What follows belongs to an exercise in optimizing a design on an open flow for small area, a short achievable clock period and few clock cycles; a production flow would make more cautious choices. In this exercise RTL edits were held to simulation tests only and were not proved equivalent to the original. Power is estimated from default activity; no workload was simulated.

== old ==
// gmc4_core
module gmc4_core (
    input  wire       clk,
    input  wire       rst,
    input  wire       cmd_valid,
    output wire       cmd_ready,
    input  wire [2:0] cmd_op,
    input  wire [7:0] cmd_addr,
    input  wire [3:0] cmd_data,
    output reg  [3:0] rdata,
    output reg  [4:0] step_delay,
    output reg  [3:0] reg_a,
    output reg  [3:0] reg_b,
    output reg  [3:0] reg_y,
    output reg  [3:0] reg_z,
    output reg  [6:0] pc,
    output reg        flag,
    output reg  [3:0] display,
    output reg  [6:0] leds,
    output reg  [4:0] sound,
    output reg        halted,
    output reg        waiting
);
    localparam [2:0] CMD_STEP  = 3'd0,
                     CMD_SET   = 3'd1,
                     CMD_GET   = 3'd2,
                     CMD_KEY   = 3'd3,
                     CMD_HALT  = 3'd4,
                     CMD_SOFT  = 3'd5,
                     CMD_HARD  = 3'd6,
                     CMD_START = 3'd7;
    localparam [4:0] SND_NONE  = 5'd0,
                     SND_END   = 5'd1,
                     SND_ERROR = 5'd2,
                     SND_SHORT = 5'd3,
                     SND_LONG  = 5'd4;
    reg  [511:0] mem;           
    reg  [3:0]   sh_a, sh_b, sh_y, sh_z;
    reg          key_valid;
    reg  [3:0]   key_val;
    reg          runlatch;
    reg          rdy;           
    reg  [4:0]   rs0, rs1, rs2, rs3;
    reg  [1:0]   rot;
    reg          get_oor;       
    assign cmd_ready = rdy;
    wire accept   = cmd_valid && rdy;
    wire hard_rst = rst || (accept && cmd_op == CMD_HARD);
    wire [127:0] bank0, bank1, bank2, bank3;
    genvar gi;
    generate
        for (gi = 0; gi < 32; gi = gi + 1) begin : g_bank
            assign bank0[4*gi +: 4] = mem[4*(4*gi+0) +: 4];
  ...
Size in the first run: roughly 2200 cells after synthesis, ~610 flip-flops.
Settings: LEC_CHECK=0, CAP_MARGIN=20, CORE_MARGIN=2, CORE_UTILIZATION=65, SLEW_MARGIN=20; clock period 12.0 ns.
standard.sh (not shown) runs the stock make flow with config.mk's settings and CLKGATE_MAP_FILE= SYNTH_SCRIPT=/design/flow/synth_recipe.tcl, a recipe that flattens the netlist after the stock synthesis.
==> flow/flow/run.sh <==
#!/bin/bash
# Standard layout (the standard.sh: unchanged synthesis, floorplan, place,
# CTS, route), with the resizer's setup target tightened: repair_timing works
# until the setup slack is at least SETUP_SLACK_MARGIN. The clock period and
# the constraints stay the design's. Every port still gets a buffer (buf_2).
# CTS adds no dummy loads and clusters up to 25 sinks per leaf buffer.
# Each tool's output is in orfs/logs/.
set -euo pipefail
bash standard.sh SETUP_SLACK_MARGIN=7.5 \
  "BUFFER_PORTS_ARGS=-buffer_cell sky130_fd_sc_hd__buf_2" \
  "CTS_ARGS=-sink_clustering_enable -repair_clock_nets -dont_use_dummy_load -sink_clustering_size 25 -sink_clustering_max_diameter 80" \
  finish > standard.log 2>&1
Testbench counts of old, summed over its fixed seeds: cycles 42,055.
The inputs of new differ from those of old as listed below.
diff --git a/flow/design.v b/flow/design.v
--- a/flow/design.v
+++ b/flow/design.v
@@ -83,35 +83,25 @@
     wire [5:0] dep_add  = (dep_s > 6'd9) ? (dep_s + 6'd6) : dep_s;
     wire is_step = accept && cmd_op == CMD_STEP;
     wire exec    = is_step && !halted && !(waiting && !key_valid);
     wire       is_set  = accept && cmd_op == CMD_SET && !cmd_addr[7];
     wire       win_we  = exec && (op == 4'h4 || (op == 4'hE && n1[3:1] == 3'b111));
     wire [3:0] win_wd  = (op == 4'h4) ? reg_a : (n1[0] ? dep_add[3:0] : dem_sub[3:0]);
     wire [3:0] set_wd  = hard_rst ? 4'hF : cmd_data;
     wire [3:0] wwin_wd = hard_rst ? 4'hF : ((cmd_op == CMD_SET) ? cmd_data : win_wd);
-    wire [7:0]  set_hi;      
-    wire [15:0] set_lo;      
-    generate
-        for (gi = 0; gi < 8; gi = gi + 1) begin : g_hi
-            assign set_hi[gi] = hard_rst || (is_set && cmd_addr[6:4] == gi);
-        end
-        for (gi = 0; gi < 16; gi = gi + 1) begin : g_lo
-            assign set_lo[gi] = hard_rst || (cmd_addr[3:0] == gi);
-        end
-    endgenerate
     generate
         for (gi = 0; gi < 128; gi = gi + 1) begin : g_cell
             if (gi >= 8'h50 && gi < 8'h60) begin : g_w
-                wire we = (set_hi[gi / 16] && set_lo[gi % 16])
+                wire we = hard_rst || (is_set && cmd_addr[6:0] == gi)
                           || (win_we && reg_y == (gi - 8'h50));
                 always @(posedge clk)
                     if (we) mem[4*gi +: 4] <= wwin_wd;
             end else begin : g_n
-                wire we = set_hi[gi / 16] && set_lo[gi % 16];
+                wire we = hard_rst || (is_set && cmd_addr[6:0] == gi);
                 always @(posedge clk)
                     if (we) mem[4*gi +: 4] <= set_wd;
             end
         end
     endgenerate
     wire ka_take = key_valid || runlatch;
     wire [6:0] pc1 = pc + 7'd1;
     wire [6:0] pc2 = pc + 7'd2;
--- outcome ---
new against old: combinational power higher, sequential share of layout area decreased 0.41 points. Going from old to new, die span in y grew slightly. Compared to old, new has power share of the sequential group 3.3 points lower. Core utilization ended up 0.79 points lower on new than on old. [compare] base=old new=new: global routing usage summed across all routing layers decreased by 0.22 points relative to the old numbers, multiplexer share of the synthesized area went down. new vs. old: setup slack went down by 0.026 ns; XOR/XNOR share of the synthesized area closely matched the old numbers.
Testbench counts of new, summed over its fixed seeds: cycles 42,055.

* * *

== PW ==
Starting RTL as in the previous note.
// gmc4_core
module gmc4_core (
    input  wire       clk,
    input  wire       rst,
    input  wire       cmd_valid,
    output wire       cmd_ready,
    input  wire [2:0] cmd_op,
    input  wire [7:0] cmd_addr,
    input  wire [3:0] cmd_data,
    output reg  [3:0] rdata,
    output reg  [4:0] step_delay,
    output reg  [3:0] reg_a,
    output reg  [3:0] reg_b,
    output reg  [3:0] reg_y,
    output reg  [3:0] reg_z,
    output reg  [6:0] pc,
    output reg        flag,
    output reg  [3:0] display,
    output reg  [6:0] leds,
    output reg  [4:0] sound,
    output reg        halted,
    output reg        waiting
);
    localparam [2:0] CMD_STEP  = 3'd0,
                     CMD_SET   = 3'd1,
                     CMD_GET   = 3'd2,
                     CMD_KEY   = 3'd3,
                     CMD_HALT  = 3'd4,
                     CMD_SOFT  = 3'd5,
                     CMD_HARD  = 3'd6,
                     CMD_START = 3'd7;
    localparam [4:0] SND_NONE  = 5'd0,
                     SND_END   = 5'd1,
                     SND_ERROR = 5'd2,
                     SND_SHORT = 5'd3,
                     SND_LONG  = 5'd4;
    reg  [511:0] mem;           
    reg  [3:0]   sh_a, sh_b, sh_y, sh_z;
    reg          key_valid;
    reg  [3:0]   key_val;
    reg          runlatch;
    reg          rdy;           
    reg  [4:0]   rs0, rs1, rs2, rs3;
    reg  [1:0]   rot;
  ...
clock: 12.0 ns
lec_check: 0
cap_margin: 20
core_margin: 2
core_utilization: 60
slew_margin: 20
Scripts as last shown in full above: flow/flow/run.sh
PW: no failed stages, no open violations at the end
Testbench counts of PW, summed over its fixed seeds: cycles 42,055.
#### Input delta (AL over PW)
diff --git a/flow/design.v b/flow/design.v
--- a/flow/design.v
+++ b/flow/design.v
@@ -80,41 +80,31 @@
     wire [5:0] dem_d    = dem_m - {2'b00, reg_a};
     wire [5:0] dem_sub  = dem_d[5] ? (dem_d + 6'd10) : dem_d;
     wire [5:0] dep_s    = {2'b00, m} + {2'b00, reg_a};
     wire [5:0] dep_add  = (dep_s > 6'd9) ? (dep_s + 6'd6) : dep_s;
     wire is_step = accept && cmd_op == CMD_STEP;
     wire exec    = is_step && !halted && !(waiting && !key_valid);
     wire       is_set  = accept && cmd_op == CMD_SET && !cmd_addr[7];
     wire       win_we  = exec && (op == 4'h4 || (op == 4'hE && n1[3:1] == 3'b111));
     wire [3:0] win_wd  = (op == 4'h4) ? reg_a : (n1[0] ? dep_add[3:0] : dem_sub[3:0]);
     wire [3:0] set_wd  = hard_rst ? 4'hF : cmd_data;
     wire [3:0] wwin_wd = hard_rst ? 4'hF : ((cmd_op == CMD_SET) ? cmd_data : win_wd);
-    wire [7:0]  set_hi;      
-    wire [15:0] set_lo;      
-    generate
-        for (gi = 0; gi < 8; gi = gi + 1) begin : g_hi
-            assign set_hi[gi] = hard_rst || (is_set && cmd_addr[6:4] == gi);
-        end
-        for (gi = 0; gi < 16; gi = gi + 1) begin : g_lo
-            assign set_lo[gi] = hard_rst || (cmd_addr[3:0] == gi);
-        end
-    endgenerate
     generate
         for (gi = 0; gi < 128; gi = gi + 1) begin : g_cell
             if (gi >= 8'h50 && gi < 8'h60) begin : g_w
-                wire we = (set_hi[gi / 16] && set_lo[gi % 16])
+                wire we = hard_rst || (is_set && cmd_addr[6:0] == gi)
                           || (win_we && reg_y == (gi - 8'h50));
                 always @(posedge clk)
                     if (we) mem[4*gi +: 4] <= wwin_wd;
             end else begin : g_n
-                wire we = set_hi[gi / 16] && set_lo[gi % 16];
+                wire we = hard_rst || (is_set && cmd_addr[6:0] == gi);
                 always @(posedge clk)
                     if (we) mem[4*gi +: 4] <= set_wd;
             end
         end
     endgenerate
     wire ka_take = key_valid || runlatch;
     wire [6:0] pc1 = pc + 7'd1;
     wire [6:0] pc2 = pc + 7'd2;
     wire [6:0] pc3 = pc + 7'd3;
     wire [6:0] tgt = {n1[2:0], n2};
     reg  [6:0] npc;
Results
- Per the comparison of AL with PW, design internal power increased by 9.9% relative to the old numbers, number of nets in the synthesized netlist has increased, number of instances in the synthesized netlist now larger, final area saw an increase.
- Going from PW to AL, slew at the pin closest to its max-slew limit +0.093 ns, clock tree buffer count of the final layout +4.
Testbench counts of AL, summed over its fixed seeds: cycles 42,055.

* * *

The RTL this note starts from:
==> flow/design.v <==
module gmc4_core (
    input  wire       clk,
    input  wire       rst,
    input  wire       cmd_valid,
    output wire       cmd_ready,
    input  wire [2:0] cmd_op,
    input  wire [7:0] cmd_addr,
    input  wire [3:0] cmd_data,
    output reg  [3:0] rdata,
    output reg  [4:0] step_delay,
    output reg  [3:0] reg_a,
    output reg  [3:0] reg_b,
    output reg  [3:0] reg_y,
    output reg  [3:0] reg_z,
    output reg  [6:0] pc,
    output reg        flag,
    output reg  [3:0] display,
    output reg  [6:0] leds,
    output reg  [4:0] sound,
    output reg        halted,
    output reg        waiting
);
    localparam [2:0] CMD_STEP  = 3'd0,
                     CMD_SET   = 3'd1,
                     CMD_GET   = 3'd2,
                     CMD_KEY   = 3'd3,
                     CMD_HALT  = 3'd4,
                     CMD_SOFT  = 3'd5,
                     CMD_HARD  = 3'd6,
                     CMD_START = 3'd7;
    localparam [4:0] SND_NONE  = 5'd0,
                     SND_END   = 5'd1,
                     SND_ERROR = 5'd2,
                     SND_SHORT = 5'd3,
                     SND_LONG  = 5'd4;
    reg  [511:0] mem;           
    reg  [3:0]   sh_a, sh_b, sh_y, sh_z;
    reg          key_valid;
    reg  [3:0]   key_val;
    reg          runlatch;
    reg          rdy;           
    reg  [4:0]   rs0, rs1, rs2, rs3;
    reg  [1:0]   rot;
    reg          get_oor;       
    assign cmd_ready = rdy;
    wire accept   = cmd_valid && rdy;
    wire hard_rst = rst || (accept && cmd_op == CMD_HARD);
    wire [127:0] bank0, bank1, bank2, bank3;
    genvar gi;
    generate
        for (gi = 0; gi < 32; gi = gi + 1) begin : g_bank
            assign bank0[4*gi +: 4] = mem[4*(4*gi+0) +: 4];
            assign bank1[4*gi +: 4] = mem[4*(4*gi+1) +: 4];
            assign bank2[4*gi +: 4] = mem[4*(4*gi+2) +: 4];
            assign bank3[4*gi +: 4] = mem[4*(4*gi+3) +: 4];
        end
    endgenerate
    wire [3:0] q0 = bank0[{rs0, 2'b00} +: 4];
    wire [3:0] q1 = bank1[{rs1, 2'b00} +: 4];
    wire [3:0] q2 = bank2[{rs2, 2'b00} +: 4];
    wire [3:0] q3 = bank3[{rs3, 2'b00} +: 4];
    reg  [3:0] op, n1, n2;
    always @(*) begin
        case (rot)
            2'd0: begin op = q0; n1 = q1; n2 = q2; end
            2'd1: begin op = q1; n1 = q2; n2 = q3; end
            2'd2: begin op = q2; n1 = q3; n2 = q0; end
            default: begin op = q3; n1 = q0; n2 = q1; end
        endcase
    end
    wire [63:0] win = mem[4*8'h50 +: 64];
    wire [3:0]  m   = win[{reg_y, 2'b00} +: 4];
    wire [3:0]  mem_5e = mem[4*8'h5E +: 4];
    wire [2:0]  mem_5f = mem[4*8'h5F +: 3];
    wire [4:0] sum_am = {1'b0, reg_a} + {1'b0, m};
    wire [4:0] dif_am = {1'b0, reg_a} - {1'b0, m};
    wire [4:0] sum_ai = {1'b0, reg_a} + {1'b0, n1};
    wire [4:0] sum_yi = {1'b0, reg_y} + {1'b0, n1};
    wire [5:0] dem_m    = (m > 4'd9) ? ({2'b00, m} - 6'd6) : {2'b00, m};
    wire [5:0] dem_d    = dem_m - {2'b00, reg_a};
    wire [5:0] dem_sub  = dem_d[5] ? (dem_d + 6'd10) : dem_d;
    wire [5:0] dep_s    = {2'b00, m} + {2'b00, reg_a};
    wire [5:0] dep_add  = (dep_s > 6'd9) ? (dep_s + 6'd6) : dep_s;
    wire is_step = accept && cmd_op == CMD_STEP;
    wire exec    = is_step && !halted && !(waiting && !key_valid);
    wire       is_set  = accept && cmd_op == CMD_SET && !cmd_addr[7];
    wire       win_we  = exec && (op == 4'h4 || (op == 4'hE && n1[3:1] == 3'b111));
    wire [3:0] win_wd  = (op == 4'h4) ? reg_a : (n1[0] ? dep_add[3:0] : dem_sub[3:0]);
    wire [3:0] set_wd  = hard_rst ? 4'hF : cmd_data;
    wire [3:0] wwin_wd = hard_rst ? 4'hF : ((cmd_op == CMD_SET) ? cmd_data : win_wd);
    wire [7:0]  set_hi;      
    wire [15:0] set_lo;      
    generate
        for (gi = 0; gi < 8; gi = gi + 1) begin : g_hi
            assign set_hi[gi] = hard_rst || (is_set && cmd_addr[6:4] == gi);
        end
        for (gi = 0; gi < 16; gi = gi + 1) begin : g_lo
            assign set_lo[gi] = hard_rst || (cmd_addr[3:0] == gi);
        end
    endgenerate
    generate
        for (gi = 0; gi < 128; gi = gi + 1) begin : g_cell
            if (gi >= 8'h50 && gi < 8'h60) begin : g_w
                wire we = (set_hi[gi / 16] && set_lo[gi % 16])
                          || (win_we && reg_y == (gi - 8'h50));
                always @(posedge clk)
                    if (we) mem[4*gi +: 4] <= wwin_wd;
            end else begin : g_n
                wire we = set_hi[gi / 16] && set_lo[gi % 16];
                always @(posedge clk)
                    if (we) mem[4*gi +: 4] <= set_wd;
            end
        end
    endgenerate
    wire ka_take = key_valid || runlatch;
    wire [6:0] pc1 = pc + 7'd1;
    wire [6:0] pc2 = pc + 7'd2;
    wire [6:0] pc3 = pc + 7'd3;
    wire [6:0] tgt = {n1[2:0], n2};
    reg  [6:0] npc;
    always @(*) begin
        if (op == 4'hF)
            npc = flag ? tgt : pc3;
        else if (op[3])
            npc = pc2;
        else if (op == 4'h0 && !ka_take)
            npc = pc;
        else
            npc = pc1;
    end
    function [19:0] rows;
        input [6:0] x;
        reg   [4:0] r0, r1;
        begin
            r0 = x[6:2];
            r1 = x[6:2] + 5'd1;
            rows = {r0,
                    (x[1:0] > 2'd2) ? r1 : r0,
                    (x[1:0] > 2'd1) ? r1 : r0,
                    (x[1:0] > 2'd0) ? r1 : r0};
        end
    endfunction
    wire [19:0] rows_pc  = rows(pc);
    wire [19:0] rows_pc1 = rows(pc1);
    wire [19:0] rows_pc2 = rows(pc2);
    wire [19:0] rows_pc3 = rows(pc3);
    wire [19:0] rows_tgt = rows(tgt);
    wire [19:0] rows_get = rows(cmd_addr[6:0]);
    reg  [19:0] nrows;
    always @(*) begin
        if (op == 4'hF)
            nrows = flag ? rows_tgt : rows_pc3;
        else if (op[3])
            nrows = rows_pc2;
        else if (op == 4'h0 && !ka_take)
            nrows = rows_pc;
        else
            nrows = rows_pc1;
    end
    always @(posedge clk) begin
        if (hard_rst) begin
            rdy        <= 1'b1;
            {rs3, rs2, rs1, rs0} <= 20'd0;
            rot        <= 2'd0;
            get_oor    <= 1'b0;
            reg_a      <= 4'd0;
            reg_b      <= 4'd0;
            reg_y      <= 4'd0;
            reg_z      <= 4'd0;
            sh_a       <= 4'd0;
            sh_b       <= 4'd0;
            sh_y       <= 4'd0;
            sh_z       <= 4'd0;
            pc         <= 7'd0;
            flag       <= 1'b1;
            display    <= 4'd0;
            leds       <= 7'd0;
            sound      <= SND_NONE;
            halted     <= 1'b0;
            waiting    <= 1'b0;
            key_valid  <= 1'b0;
            key_val    <= 4'd0;
            runlatch   <= 1'b0;
            rdata      <= 4'd0;
            step_delay <= 5'd0;
        end else if (!rdy) begin
            rdata <= get_oor ? 4'd0 : op;
            {rs3, rs2, rs1, rs0} <= rows_pc;
            rot   <= pc[1:0];
            rdy   <= 1'b1;
        end else if (accept) begin
            case (cmd_op)
                CMD_STEP: begin
                    step_delay <= 5'd0;
                    if (exec) begin
                        pc       <= npc;
                        {rs3, rs2, rs1, rs0} <= nrows;
                        rot      <= npc[1:0];
                        runlatch <= 1'b0;
                        flag     <= 1'b1;
                        case (op)
                            4'h0: begin   
                                if (ka_take) begin
                                    reg_a     <= key_valid ? key_val : 4'd0;
                                    key_valid <= 1'b0;
                                    flag      <= 1'b0;
                                    waiting   <= 1'b0;
                                end else begin
                                    waiting   <= 1'b1;
                                end
                            end
                            4'h1: display <= reg_a;                        
                            4'h2: begin                                      
                                reg_a <= reg_b;
                                reg_b <= reg_a;
                                reg_y <= reg_z;
                                reg_z <= reg_y;
                            end
                            4'h3: begin                                      
                                reg_a <= reg_y;
                                reg_y <= reg_a;
                            end
                            4'h4: ;                                          
                            4'h5: reg_a <= m;                                
                            4'h6: begin                                      
                                reg_a <= sum_am[3:0];
                                flag  <= sum_am[4];
                            end
                            4'h7: begin                                      
                                reg_a <= dif_am[3:0];
                                flag  <= dif_am[4];
                            end
                            4'h8: reg_a <= n1;                               
                            4'h9: begin                                      
                                reg_a <= sum_ai[3:0];
                                flag  <= sum_ai[4];
                            end
                            4'hA: reg_y <= n1;                               
                            4'hB: begin                                      
                                reg_y <= sum_yi[3:0];
                                flag  <= sum_yi[4];
                            end
                            4'hC: flag <= (reg_a != n1);                     
                            4'hD: flag <= (reg_y != n1);                     
                            4'hE: begin                                      
                                case (n1)
                                    4'h0: display <= 4'd0;                   
                                    4'h1: if (reg_y[2:0] != 3'd7)            
                                              leds[reg_y[2:0]] <= 1'b1;
                                    4'h2: if (reg_y[2:0] != 3'd7)            
                                              leds[reg_y[2:0]] <= 1'b0;
                                    4'h3: ;                                  
                                    4'h4: reg_a <= ~reg_a;                   
                                    4'h5: begin                              
                                        reg_a <= sh_a;  sh_a <= reg_a;
                                        reg_b <= sh_b;  sh_b <= reg_b;
                                        reg_y <= sh_y;  sh_y <= reg_y;
                                        reg_z <= sh_z;  sh_z <= reg_z;
                                    end
                                    4'h6: begin                              
                                        reg_a <= {1'b0, reg_a[3:1]};
                                        flag  <= ~reg_a[0];
                                    end
                                    4'h7: sound <= SND_END;                  
                                    4'h8: sound <= SND_ERROR;                
                                    4'h9: sound <= SND_SHORT;                
                                    4'hA: sound <= SND_LONG;                 
                                    4'hB: sound <= (reg_a >= 4'd1 && reg_a <= 4'd14)
                                                   ? {1'b1, reg_a} : SND_NONE;   
                                    4'hC: step_delay <= {1'b0, reg_a} + 5'd1;    
                                    4'hD: leds <= {mem_5f, mem_5e};          
                                    4'hE: reg_y <= reg_y - 4'd1;             
                                    4'hF: reg_y <= reg_y - 4'd1;             
                                endcase
                            end
                            default: ;                                       
                        endcase
                    end
                end
                CMD_GET: begin
                    {rs3, rs2, rs1, rs0} <= rows_get;
                    rot     <= cmd_addr[1:0];
                    get_oor <= cmd_addr[7];
                    rdy     <= 1'b0;
                end
                CMD_KEY: begin
                    key_valid <= 1'b1;
                    key_val   <= cmd_data;
                    waiting   <= 1'b0;
                end
                CMD_HALT: begin
                    halted  <= 1'b1;
                    waiting <= 1'b0;
                end
                CMD_SOFT: begin
                    pc      <= 7'd0;
                    {rs3, rs2, rs1, rs0} <= 20'd0;
                    rot     <= 2'd0;
                    halted  <= 1'b0;
                    waiting <= 1'b0;
                end
                CMD_START: runlatch <= cmd_data[0];
                default: ;   
            endcase
        end
    end
endmodule
==> flow/config.mk <==
export PLATFORM = sky130hd
export DESIGN_NAME = gmc4_core
export DESIGN_NICKNAME = gmc4_core
export VERILOG_FILES = /design/flow/design.v
export SDC_FILE = /design/flow/constraint.sdc
export NUM_CORES = 4
export LEC_CHECK = 0
export CAP_MARGIN = 20
export CORE_MARGIN = 2
export CORE_UTILIZATION = 60
export SLEW_MARGIN = 20
==> flow/constraint.sdc <==
create_clock -name core_clock -period 12.0 [get_ports {clk}]
set_input_delay 2.4000 -clock core_clock [delete_from_list [all_inputs] [get_ports {clk}]]
set_output_delay 2.4000 -clock core_clock [all_outputs]
set_load 0.01 [all_outputs]
==> flow/flow/run.sh <==
#!/bin/bash
# Standard layout (the standard.sh: unchanged synthesis, floorplan, place,
# CTS, route), with the resizer's setup target tightened: repair_timing works
# until the setup slack is at least SETUP_SLACK_MARGIN. The clock period and
# the constraints stay the design's. Every port still gets a buffer (buf_2).
# CTS adds no dummy loads and clusters up to 25 sinks per leaf buffer.
# Each tool's output is in orfs/logs/.
set -euo pipefail
bash standard.sh SETUP_SLACK_MARGIN=7.25 \
  "BUFFER_PORTS_ARGS=-buffer_cell sky130_fd_sc_hd__buf_2" \
  "CTS_ARGS=-sink_clustering_enable -repair_clock_nets -dont_use_dummy_load -sink_clustering_size 25 -sink_clustering_max_diameter 80" \
  finish > standard.log 2>&1
Testbench counts at the start, summed over its fixed seeds: cycles 42,055.
Change:
--- a/flow/design.v
+++ b/flow/design.v
@@ -85,31 +85,21 @@
     wire exec    = is_step && !halted && !(waiting && !key_valid);
     wire       is_set  = accept && cmd_op == CMD_SET && !cmd_addr[7];
     wire       win_we  = exec && (op == 4'h4 || (op == 4'hE && n1[3:1] == 3'b111));
     wire [3:0] win_wd  = (op == 4'h4) ? reg_a : (n1[0] ? dep_add[3:0] : dem_sub[3:0]);
     wire [3:0] set_wd  = hard_rst ? 4'hF : cmd_data;
     wire [3:0] wwin_wd = hard_rst ? 4'hF : ((cmd_op == CMD_SET) ? cmd_data : win_wd);
-    wire [7:0]  set_hi;      
-    wire [15:0] set_lo;      
-    generate
-        for (gi = 0; gi < 8; gi = gi + 1) begin : g_hi
-            assign set_hi[gi] = hard_rst || (is_set && cmd_addr[6:4] == gi);
-        end
-        for (gi = 0; gi < 16; gi = gi + 1) begin : g_lo
-            assign set_lo[gi] = hard_rst || (cmd_addr[3:0] == gi);
-        end
-    endgenerate
     generate
         for (gi = 0; gi < 128; gi = gi + 1) begin : g_cell
             if (gi >= 8'h50 && gi < 8'h60) begin : g_w
-                wire we = (set_hi[gi / 16] && set_lo[gi % 16])
+                wire we = hard_rst || (is_set && cmd_addr[6:0] == gi)
                           || (win_we && reg_y == (gi - 8'h50));
                 always @(posedge clk)
                     if (we) mem[4*gi +: 4] <= wwin_wd;
             end else begin : g_n
-                wire we = set_hi[gi / 16] && set_lo[gi % 16];
+                wire we = hard_rst || (is_set && cmd_addr[6:0] == gi);
                 always @(posedge clk)
                     if (we) mem[4*gi +: 4] <= set_wd;
             end
         end
     endgenerate
     wire ka_take = key_valid || runlatch;
=> Total power went up by roughly a tenth. Worst hold slack is worse by 0.0034 ns. Worst setup slack is better by 0.0084 ns. Via count went up by a few percent. Non-clock buffer count went down by 18. Clock power went up by a little under a tenth. Global-route usage hardly moves. Utilization went down by 1.1 points.
Testbench counts after the change, summed over its fixed seeds: cycles 42,055.

## what the ideal ports hide
The results above use ideal ports. As a check the final layouts listed here were re-extracted and re-timed, cells and wires unchanged. Step 1 (the two cells are an assumption about what drives the block):
set clk [get_ports {clk}]
set_driving_cell -lib_cell sky130_fd_sc_hd__clkbuf_16 $clk
set_driving_cell -lib_cell sky130_fd_sc_hd__buf_2 [delete_from_list [all_inputs] $clk]
Step 2 adds t to the input delays and takes it off the output delays; t is the mean of the earliest and latest rising clock arrival at the registers after step 1. Input paths then give back, and output paths get back, about the clock's delay inside the block. Slacks: ideal ports / drivers / drivers and shift; pairs: ideal ports / drivers.
| run | shift t [ns] | setup slack, ns | clock arrival spread, ns | cell pins on the clock port's net |
|---|---|---|---|---|
| old | 0.657 | 7.503 / 7.503 / 6.898 | 0.054 / 0.053 | 1 |
| new | 0.663 | 7.477 / 7.477 / 6.852 | 0.038 / 0.038 | 1 |
| PW | 0.683 | 7.458 / 7.458 / 6.824 | 0.055 / 0.054 | 1 |
| AL | 0.627 | 7.381 / 7.424 / 6.797 | 0.092 / 0.092 | 1 |
| the first run of note 3 | 0.669 | 7.308 / 7.308 / 6.749 | 0.043 / 0.044 | 1 |
| the second run of note 3 | 0.621 | 7.316 / 7.320 / 6.733 | 0.076 / 0.076 | 1 |
After both steps setup and hold are still met in every run listed. The setup slack of PW, which loses most, moves by 0.000 ns with the drivers and by -0.634 ns with both steps.
